This design comes from an exercise in tuning for a short achievable clock period and few clock cycles on the open sky130 flow, not from production work.
In this exercise RTL edits were held to simulation tests only and were not proved equivalent to the original.
Power and IR drop assume default switching activity.

==> run a <==
==> flow/design.v (excerpt) <==
module simplecvm_core (
    input  wire        clk,
    input  wire        rst,
    output reg         mem_req,
    input  wire        mem_gnt,
    output reg         mem_we,
    output reg         mem_wide,
    output reg  [14:0] mem_addr,
    output reg  [15:0] mem_wdata,
    input  wire        mem_rvalid,
    input  wire [15:0] mem_rdata,
    output reg         out_valid,
    output reg         out_chr,
    output reg  [15:0] out_data,
    output wire        halted,
    output wire        faulted,
    output reg  [2:0]  fault_cause,
    output reg  [15:0] fault_pc,
    output reg  [15:0] fault_info
);
==> flow/config.mk <==
export PLATFORM = sky130hd
export DESIGN_NAME = simplecvm_core
export DESIGN_NICKNAME = simplecvm_core
export VERILOG_FILES = /design/flow/design.v
export SDC_FILE = /design/flow/constraint.sdc
export NUM_CORES = 4
export LEC_CHECK = 0
export CAP_MARGIN = 20
export CORE_MARGIN = 2
export CORE_UTILIZATION = 40
export SETUP_SLACK_MARGIN = 3.0
export SLEW_MARGIN = 20
export TNS_END_PERCENT = 10
==> flow/constraint.sdc <==
create_clock -name core_clock -period 8.0 [get_ports {clk}]
set_input_delay 1.6000 -clock core_clock [delete_from_list [all_inputs] [get_ports {clk}]]
set_output_delay 1.6000 -clock core_clock [all_outputs]
set_load 0.01 [all_outputs]
run.sh (not shown) runs the stock make flow with config.mk's settings and CLKGATE_MAP_FILE= SYNTH_SCRIPT=/design/flow/synth_recipe.tcl, a recipe that flattens the netlist after the stock synthesis.
==> run b: changes against run a <==
--- a/flow/design.v
+++ b/flow/design.v
@@ -136,16 +136,18 @@
     reg         lw_ev;            
     reg         lw_chr;
     reg  [14:0] lw_addr;
     reg         lw_sa;            
     reg         dv [0:3];
     reg  [14:0] da [0:3];
     reg  [15:0] dd [0:3];
     reg  [1:0]  dptr;
+    reg         ev2_v, ev2_c;
+    reg  [15:0] ev2_d;
     function [47:0] fsel(input [15:0] c);
         integer m;
         reg         cc;
         begin
             fsel = 48'd0;
             for (m = 0; m < 4; m = m + 1) begin
                 cc = (m < c[2:1]);
                 fsel[m*4 +: 4] = c[6:3] + {3'd0, cc};
@@ -187,19 +189,33 @@
                              (f_len4 && fpc[14:0] >= 15'h7FFD);
     wire        f_need = f_len2 ? (!fpc[0] || h1)
                        : f_len4 ? (h1 && (!fpc[0] || h2))
                        :          1'b1;
     wire        f_ok = fpc[15] || (h0 && (!f_legal || f_opnd_oob || f_need));
     wire        f_ff = fpc[15] || !f_legal || f_opnd_oob;
     wire        f_jmp = !fpc[15] && f_isjmp && !f_opnd_oob && !fb2[7];
     wire [15:0] f_seq = fpc + {13'd0, f_len4, f_len2, !f_len2 && !f_len4};
-    wire [15:0] f_next = f_jmp ? fwv : f_seq;
+    reg         bt_v [0:1];
+    reg  [15:0] bt_p [0:1];
+    reg  [15:0] bt_t [0:1];
+    reg  [47:0] bt_fs [0:1];
+    reg         bt_rr;            
+    reg  [15:0] lp;               
+    reg         lp_ok;            
+    wire        bt_h0 = bt_v[0] && (bt_p[0] == fpc);
+    wire        bt_h1 = bt_v[1] && (bt_p[1] == fpc);
+    wire        bt_hit = bt_h0 || bt_h1;
+    wire [15:0] bt_tgt = bt_h0 ? bt_t[0] : bt_t[1];
+    wire [47:0] bt_fsel = bt_h0 ? bt_fs[0] : bt_fs[1];
+    wire        f_go = f_jmp || bt_hit;    
+    wire [15:0] f_tgt = f_jmp ? fwv : bt_tgt;
+    wire [15:0] f_next = f_go ? f_tgt : f_seq;
     wire [47:0] fs_seq = f_len4 ? fsel(fpc + 16'd4) : f_len2 ? fsel(fpc + 16'd2) : fsel(fpc + 16'd1);
-    wire [47:0] fs_next = f_jmp ? fsel(fwv) : fs_seq;
+    wire [47:0] fs_next = f_jmp ? fsel(fwv) : bt_hit ? bt_fsel : fs_seq;
     wire [1:0]  frlo = fb1[1:0];
     wire [1:0]  frhi = fb1[7:6];
     wire        fsbad = (fb1[7:2] != 6'd0);
     wire        fpbad = (fb1[5:2] != 4'd0);
     wire        f_load   = (fb0 == OP_LOAD);
     wire        f_loadi  = (fb0 == OP_LOADI);
     wire        f_store  = (fb0 == OP_STORE);
     wire        f_storei = (fb0 == OP_STOREI);
@@ -254,23 +270,29 @@
     end
     wire        d_fwd = !d_hit && lw_resp && lw_sa && (lw_addr == e_pv[14:0]);
     wire        d_in  = d_hit || d_fwd;
     wire [15:0] r_data = d_hit ? d_data : mem_rdata;
     wire        e_want = e_act && e_mem && !ex_sf && !e_dfault && !e_mstall;
     wire        e_req  = e_want && (e_wr || q_cnt != 3'd4);
     wire        e_acc  = e_req && mem_gnt;
     wire        e_done = e_act && (
-                    e_fault ? !lw_v :
-                    e_rd    ? (e_acc && (!lw_v || (lw_resp && !(lw_ev && ex_outi)))) :
+                    e_fault ? (!lw_v && !ev2_v) :
+                    e_rd    ? (e_acc && (!lw_v || (lw_resp && !(ev2_v && lw_ev && ex_outi)))) :
                     e_mem   ? e_acc :
                     ex_halt ? !lw_v :
-                    (ex_out || ex_outr) ? (!lw_v || (lw_resp && !lw_ev)) :
+                    (ex_out || ex_outr) ? (!lw_v || (lw_resp && !(ev2_v && lw_ev))) :
                               (!lw_v || lw_resp));
-    wire        halt_now = e_act && ex_halt && !ex_sf && !lw_v;
+    wire        halt_now = e_act && ex_halt && !ex_sf && !lw_v && !ev2_v;
+    wire        ev_lw  = lw_resp && lw_ev;
+    wire [15:0] ev_lwd = lw_chr ? {8'h00, mem_rdata[7:0]} : mem_rdata;
+    wire        ev_e   = e_done && !e_fault && (ex_out || ex_outr || (e_rd && d_in && ex_outi));
+    wire        ev_ec  = ex_chr;
+    wire [15:0] ev_ev  = ex_out ? ex_w : ex_outr ? xa : r_data;
+    wire [15:0] ev_ed  = ex_chr ? {8'h00, ev_ev[7:0]} : ev_ev;
     wire [15:0] alu_a = xa;
     wire [15:0] alu_b = (ex_alur ? xb : ex_w) ^ {16{ex_sub}};
     wire [16:0] alu_s = {1'b0, alu_a} + {1'b0, alu_b} + {16'd0, ex_sub};
     wire [15:0] alu_r = alu_s[15:0];
     wire        alu_o = (alu_a[15] == alu_b[15]) && (alu_r[15] != alu_a[15]);
     wire [15:0] alu_t = alu_a ^ alu_b;
     wire        alu_z = (alu_t == {alu_a[14:0] | alu_b[14:0], ex_sub});
     wire        e_taken = (ex_jz && fz_f) || (ex_jn && fn_f) || (ex_jo && fo);
@@ -311,49 +333,72 @@
     wire [14:0] pf_p1 = pf + 15'd1;
     wire [14:0] pf_s0 = (pf < {1'b0, fw0}) ? {1'b0, fw0} : pf;
     wire [14:0] pf_s1 = (pf_p1 < {1'b0, fw0}) ? {1'b0, fw0} : pf_p1;
     wire [14:0] fwin = {1'b0, fw0} + WIN;
     wire        pf_ok0 = !pf_s0[14] && (pf_s0 < fwin);
     wire        pf_ok1 = !pf_s1[14] && (pf_s1 < fwin);
     wire [14:0] pf_s = fill_acc ? pf_s1 : pf_s0;
     wire        pf_s_ok = fill_acc ? pf_ok1 : pf_ok0;
-    wire        redir_f = f_take && f_ok && f_jmp;
+    wire        redir_f = f_take && f_ok && f_go;
     wire        redir_any = e_redir || e_cstore || redir_f;
     wire [14:0] pf_n = e_redir ? {1'b0, ex_w[14:1]} :
                        e_cstore ? {1'b0, fpc[14:1]} :
-                       redir_f ? {1'b0, fwv[14:1]} : pf_s;
+                       redir_f ? {1'b0, f_tgt[14:1]} : pf_s;
     always @(posedge clk) begin
         if (rst) begin
             for (i = 0; i < 4; i = i + 1) x[i] <= 16'h0000;
             aoob <= 2'b00;
             fz <= 1'b0; fn <= 1'b0; fo <= 1'b0;
             st_halt <= 1'b0; st_fault <= 1'b0;
             cval <= 64'd0;
             q_head <= 2'd0; q_tail <= 2'd0; q_cnt <= 3'd0;
             fpc <= 16'h0000;
+            lp_ok <= 1'b0;
+            bt_v[0] <= 1'b0;
+            bt_v[1] <= 1'b0;
+            bt_rr <= 1'b0;
             fs  <= fsel(16'h0000);
             pf <= 15'd0;
             cmax <= 8'd0;
             fwd_lo <= 1'b0;
             fwd_hi <= 1'b0;
             fill_en <= 1'b1;
             ex_v <= 1'b0;
             ex_ms <= 1'b0;
             lw_v <= 1'b0;
             for (i = 0; i < 4; i = i + 1) dv[i] <= 1'b0;
             dptr <= 2'd0;
             out_valid <= 1'b0;
             out_chr <= 1'b0;
             out_data <= 16'h0000;
+            ev2_v <= 1'b0;
             fault_cause <= 3'd0;
             fault_pc <= 16'h0000;
             fault_info <= 16'h0000;
         end else begin
-            out_valid <= 1'b0;
+            if (ev2_v) begin
+                out_valid <= 1'b1;
+                out_chr   <= ev2_c;
+                out_data  <= ev2_d;
+                ev2_v     <= ev_lw || ev_e;
+                ev2_c     <= ev_lw ? lw_chr : ev_ec;
+                ev2_d     <= ev_lw ? ev_lwd : ev_ed;
+            end else if (ev_lw) begin
+                out_valid <= 1'b1;
+                out_chr   <= lw_chr;
+                out_data  <= ev_lwd;
+                ev2_v     <= ev_e;
+                ev2_c     <= ev_ec;
+                ev2_d     <= ev_ed;
+            end else begin
+                out_valid <= ev_e;
+                out_chr   <= ev_ec;
+                out_data  <= ev_ed;
+            end
             if (push) begin
                 q_fill[q_tail] <= !e_want;
                 q_disc[q_tail] <= !(e_done && !d_in);
                 q_word[q_tail] <= pf[13:0];
                 q_pois[q_tail] <= 1'b0;
                 q_tail <= q_tail + 2'd1;
             end
             if (pop) q_head <= q_head + 2'd1;
@@ -388,54 +433,38 @@
             if (lw_resp) begin
                 lw_v <= 1'b0;
                 if (lw_wr) begin
                     x[lw_reg] <= mem_rdata;
                     if (lw_zn) begin fz <= (mem_rdata == 16'h0000); fn <= mem_rdata[15]; end
                     if (lw_reg[1])
                         aoob[lw_reg[0]] <= mem_rdata[15] || (mem_rdata[14:0] == 15'h7FFF);
                 end
-                if (lw_ev) begin
-                    out_valid <= 1'b1;
-                    out_chr   <= lw_chr;
-                    out_data  <= lw_chr ? {8'h00, mem_rdata[7:0]} : mem_rdata;
-                end
             end
             if (e_done) begin
                 if (e_fault) begin
                     st_fault    <= 1'b1;
                     fault_cause <= ex_sf ? ex_sc : C_MEM;
                     fault_pc    <= ex_pc;
                     fault_info  <= ex_sf ? ex_si : e_pv;
                 end else if (ex_halt) begin
                     st_halt <= 1'b1;
                 end else if (ex_load) begin
                     x[rlo] <= ex_w;
                     if (!rlo[1]) begin fz <= (ex_w == 16'h0000); fn <= ex_w[15]; end
                     else aoob[rlo[0]] <= ex_w[15] || (ex_w[14:0] == 15'h7FFF);
                 end else if (ex_alu || ex_alur) begin
                     x[rlo] <= alu_r;
                     fz <= alu_z; fn <= alu_r[15]; fo <= alu_o;
-                end else if (ex_out) begin
-                    out_valid <= 1'b1;
-                    out_chr   <= ex_chr;
-                    out_data  <= ex_chr ? {8'h00, ex_w[7:0]} : ex_w;
-                end else if (ex_outr) begin
-                    out_valid <= 1'b1;
-                    out_chr   <= ex_chr;
-                    out_data  <= ex_chr ? {8'h00, xa[7:0]} : xa;
+                end else if (ex_out || ex_outr) begin
                 end else if (e_rd && d_in) begin
                     if (ex_loadi) begin
                         x[rlo] <= r_data;
                         if (!rlo[1]) begin fz <= (r_data == 16'h0000); fn <= r_data[15]; end
                         else aoob[rlo[0]] <= r_data[15] || (r_data[14:0] == 15'h7FFF);
-                    end else begin
-                        out_valid <= 1'b1;
-                        out_chr   <= ex_chr;
-                        out_data  <= ex_chr ? {8'h00, r_data[7:0]} : r_data;
                     end
                 end else if (e_rd) begin
                     lw_v    <= 1'b1;
                     lw_wr   <= ex_loadi;
                     lw_reg  <= rlo;
                     lw_zn   <= ex_loadi && !rlo[1];
                     lw_ev   <= ex_outi;
                     lw_chr  <= ex_chr;
@@ -445,25 +474,38 @@
             end
             fwd_lo <= fwd_lo_n;
             fwd_hi <= fwd_hi_n;
             if (e_redir) begin
                 fpc  <= ex_w;
                 fs   <= fsel(ex_w);
                 ex_v <= 1'b0;
                 ex_ms <= 1'b0;
+                lp_ok <= 1'b0;
             end else if (e_cstore) begin
                 ex_v <= 1'b0;
                 ex_ms <= 1'b0;
+                lp_ok <= 1'b0;
+                bt_v[0] <= 1'b0;
+                bt_v[1] <= 1'b0;
             end else if (f_take) begin
                 ex_v <= f_ok;
                 ex_ms <= f_ok && (f_loadi || f_storei || f_store || f_outi);
                 if (f_ok) begin
                     fpc <= f_next;
                     fs  <= fs_next;
+                    lp  <= fpc;
+                    lp_ok <= !f_go;
+                    if (f_jmp && lp_ok) begin
+                        bt_v[bt_rr]  <= 1'b1;
+                        bt_p[bt_rr]  <= lp;
+                        bt_t[bt_rr]  <= fwv;
+                        bt_fs[bt_rr] <= fsel(fwv);
+                        bt_rr <= !bt_rr;
+                    end
                 end
             end
             if (f_take) begin
                 ex_b1    <= fb1;
                 ex_w     <= fwv;
                 ex_pc    <= fpc;
                 ex_halt  <= (fb0 == OP_HALT);
                 ex_load  <= f_load;
CAP_MARGIN = 30   (was 20)
CORE_UTILIZATION = 35   (was 40)
SLEW_MARGIN = 30   (was 20)
==> notes <==
- Run b went through all stages and came out clean. Run a finished with timing, DRC and antenna clean.
- Between run a and run b, the lower sequential power is in run a (gap about 7%, measured against run b).
- Synthesized area: run a is smaller than run b (3.8%).
- Of run a and run b, run a has the higher register-to-register slack (gap 90 ps).
- In run a the clock skew is higher than in run b, by 11 ps.
- Utilization: run b is lower than run a (5.2 points).
- Of run a and run b, run b has the higher cell count (gap 7.5%, measured against run b).
- In run a the synthesized cell count is lower than in run b, by about 1.7%.
==> figures <==
                                                                             run b                    run a
Run status                                                 complete, no violations  complete, no violations
Post-route setup slack                                                     2766 ps                  2800 ps
Period utilisation layout                                                   65.42%                   65.01%
GR met3 Demand/Resource                                                     5.079%                   5.621%
Core Box Area                                                           368600 µm²               309400 µm²
P_comb                                                                   0.00343 W                0.00247 W
Distinct cell type count after synthesis                                       106                      116
Sequential share of the synthesized area                                    63.45%                   61.78%
CP peak stage delay                                                         530 ps                   940 ps
Buffer count excluding the clock tree in the final layout                      694                      595
Vias in the first global route                                               83760                    81300
Detailed-route via count                                                     86500                    85490
Clock tree sinks                                                              2824                     2650
Storage cell area                                                        82260 µm²                77110 µm²
Synthesized area                                                        129500 µm²               124700 µm²
Testbench counts of run a, summed over its fixed seeds: cycles 29,988.
Testbench counts of run b, summed over its fixed seeds: cycles 27,412.

==> inputs of tundra <==
Another version of the RTL of simplecvm_core (not shown whole).
// simplecvm_core
module simplecvm_core (
    input  wire        clk,
    input  wire        rst,
    output reg         mem_req,
    input  wire        mem_gnt,
    output reg         mem_we,
    output reg         mem_wide,
    output reg  [14:0] mem_addr,
    output reg  [15:0] mem_wdata,
    input  wire        mem_rvalid,
    input  wire [15:0] mem_rdata,
    output reg         out_valid,
    output reg         out_chr,
    output reg  [15:0] out_data,
    output wire        halted,
    output wire        faulted,
    output reg  [2:0]  fault_cause,
    output reg  [15:0] fault_pc,
    output reg  [15:0] fault_info
);
    localparam OP_HALT   = 8'h00;
    localparam OP_LOAD   = 8'h01;
    localparam OP_LOADI  = 8'h02;
    localparam OP_STORE  = 8'h03;
    localparam OP_STOREI = 8'h04;
    localparam OP_JMP    = 8'h05;
    localparam OP_JMPZ   = 8'h06;
    localparam OP_JMPN   = 8'h07;
    localparam OP_JMPO   = 8'h08;
    localparam OP_ADD    = 8'h09;
    localparam OP_ADDR   = 8'h0A;
    localparam OP_SUB    = 8'h0B;
    localparam OP_SUBR   = 8'h0C;
    localparam OP_OUT    = 8'h0D;
    localparam OP_OUTC   = 8'h0E;
    localparam OP_OUTR   = 8'h0F;
    localparam OP_OUTRC  = 8'h10;
    localparam OP_OUTI   = 8'h11;
    localparam OP_OUTIC  = 8'h12;
    localparam C_MEM     = 3'd1;
    localparam C_REG     = 3'd2;
    localparam C_JUMP    = 3'd3;
    localparam C_ILLEGAL = 3'd4;
    localparam WIN = 15'd6;       
    integer i, j;
    function [3:0] pdec(input [7:0] op);
        case (op)
            OP_HALT:                                   pdec = 4'b0001;
            OP_LOAD, OP_STORE, OP_ADD, OP_SUB,
            OP_JMPZ, OP_JMPN, OP_JMPO, OP_OUT, OP_OUTC: pdec = 4'b0101;
            OP_JMP:                                    pdec = 4'b1101;
            OP_LOADI, OP_STOREI, OP_ADDR, OP_SUBR,
            OP_OUTR, OP_OUTRC, OP_OUTI, OP_OUTIC:      pdec = 4'b0011;
            default:                                   pdec = 4'b0000;
        endcase
    endfunction
    reg  [15:0] x [0:3];          
    reg  [1:0]  aoob;             
    reg         fz, fn, fo;
    reg         st_halt, st_fault;
    wire        stopped = st_halt | st_fault;
    reg  [15:0] cdat [0:63];
    reg  [7:0]  cpd  [0:63];      
  ...
Settings: LEC_CHECK=0, CAP_MARGIN=50, CORE_MARGIN=2, CORE_UTILIZATION=30, SETUP_SLACK_MARGIN=3.0, SLEW_MARGIN=50, TNS_END_PERCENT=10; clock period 8.0 ns.
==> inputs of yarrow, as changes to tundra <==
Settings changed: CAP_MARGIN 50 to 40, CORE_UTILIZATION 30 to 35, SLEW_MARGIN 50 to 40.
==> notes.md <==
Rel. slew slack: yarrow 0.345; tundra 0.405
Drt initial violations: yarrow 16700; tundra 16300
Fraction of area in clock buffers and inverters: yarrow 0.0636; tundra 0.0629
Sw Share: yarrow 0.419; tundra 0.418
Int Power: yarrow 0.0401 W; tundra 0.0401 W
Transition time at the pin with the least slew margin: yarrow 973 ps; tundra 883 ps
Fraction of final layout cells sized beyond drive strength 1: yarrow 0.199; tundra 0.197
Area taken by multi-input logic gates: yarrow 0.0614 mm²; tundra 0.0612 mm²
Diodes inserted: yarrow 15; tundra 21
Static power due to leakage: yarrow 60.4 nW; tundra 60.3 nW
Area added between synthesis and finish: yarrow 16.9%; tundra 17.5%
Maximum vdd ir drop: yarrow 0.000431 V; tundra 0.000356 V
First-pass GRT wire length: yarrow 857000 µm; tundra 860000 µm
Non-clock buffering overhead: yarrow 0.0419; tundra 0.0419
Per-cell via count in the routed design: yarrow 6.08; tundra 5.77
Hold endpoint: yarrow bt_x[1][12]$_DFFE_PP_; tundra bq_p[1]$_DFFE_PN_
Beginning of the worst register-to-register path: yarrow fa[89]$_SDFFE_PP0P_; tundra fi_p[2]$_DFFE_PP_
Clock buffer cells: yarrow 466; tundra 455
Routed length on met1: yarrow 248000 µm; tundra 250000 µm
Status: yarrow no timing/DRC/antenna violations; tundra no timing/DRC/antenna violations
CTS resizes: yarrow 266; tundra 169
Final estimated routing congestion in global placement: yarrow 1.05; tundra 1.04
Final min period: yarrow 5190 ps; tundra 5240 ps
Cell area after layout: yarrow 0.186 mm²; tundra 0.187 mm²
Testbench counts of tundra, summed over its fixed seeds: cycles 27,474.
Testbench counts of yarrow, summed over its fixed seeds: cycles 27,474.

[separate check: timing with driven ports]
The flow's constraints put no driver on any port. The routed layouts listed below were extracted and timed again, unchanged, in two steps.
Step 1: set_driving_cell puts a clkbuf_16 on clk and a buf_2 on each other input, an assumption about the parent block.
Step 2 times the ports against the registers' clock, not the clock port: input delays grow and output delays shrink by t, the midpoint of the rising clock arrivals with the driver on.
a / b / c = ideal / step 1 / step 2; a / b = the first two.
run	t, ns	slack for setup (ns)	worst setup path at the end	worst slew at a driven data input, ns	pins driven straight from the clock port
run a	1.021	2.800 / 2.742 / 1.860	input to register	0.18	1
run b	1.042	2.766 / 2.705 / 1.935	input to register	0.08	1
tundra	1.099	2.757 / 2.757 / 1.684	input to register	0.14	1
yarrow	1.100	2.806 / 2.806 / 1.880	input to register	0.13	1
After both steps setup and hold are still met in every run listed. The setup slack of tundra, which loses most, moves by 0.000 ns with the drivers and by -1.073 ns with both steps.
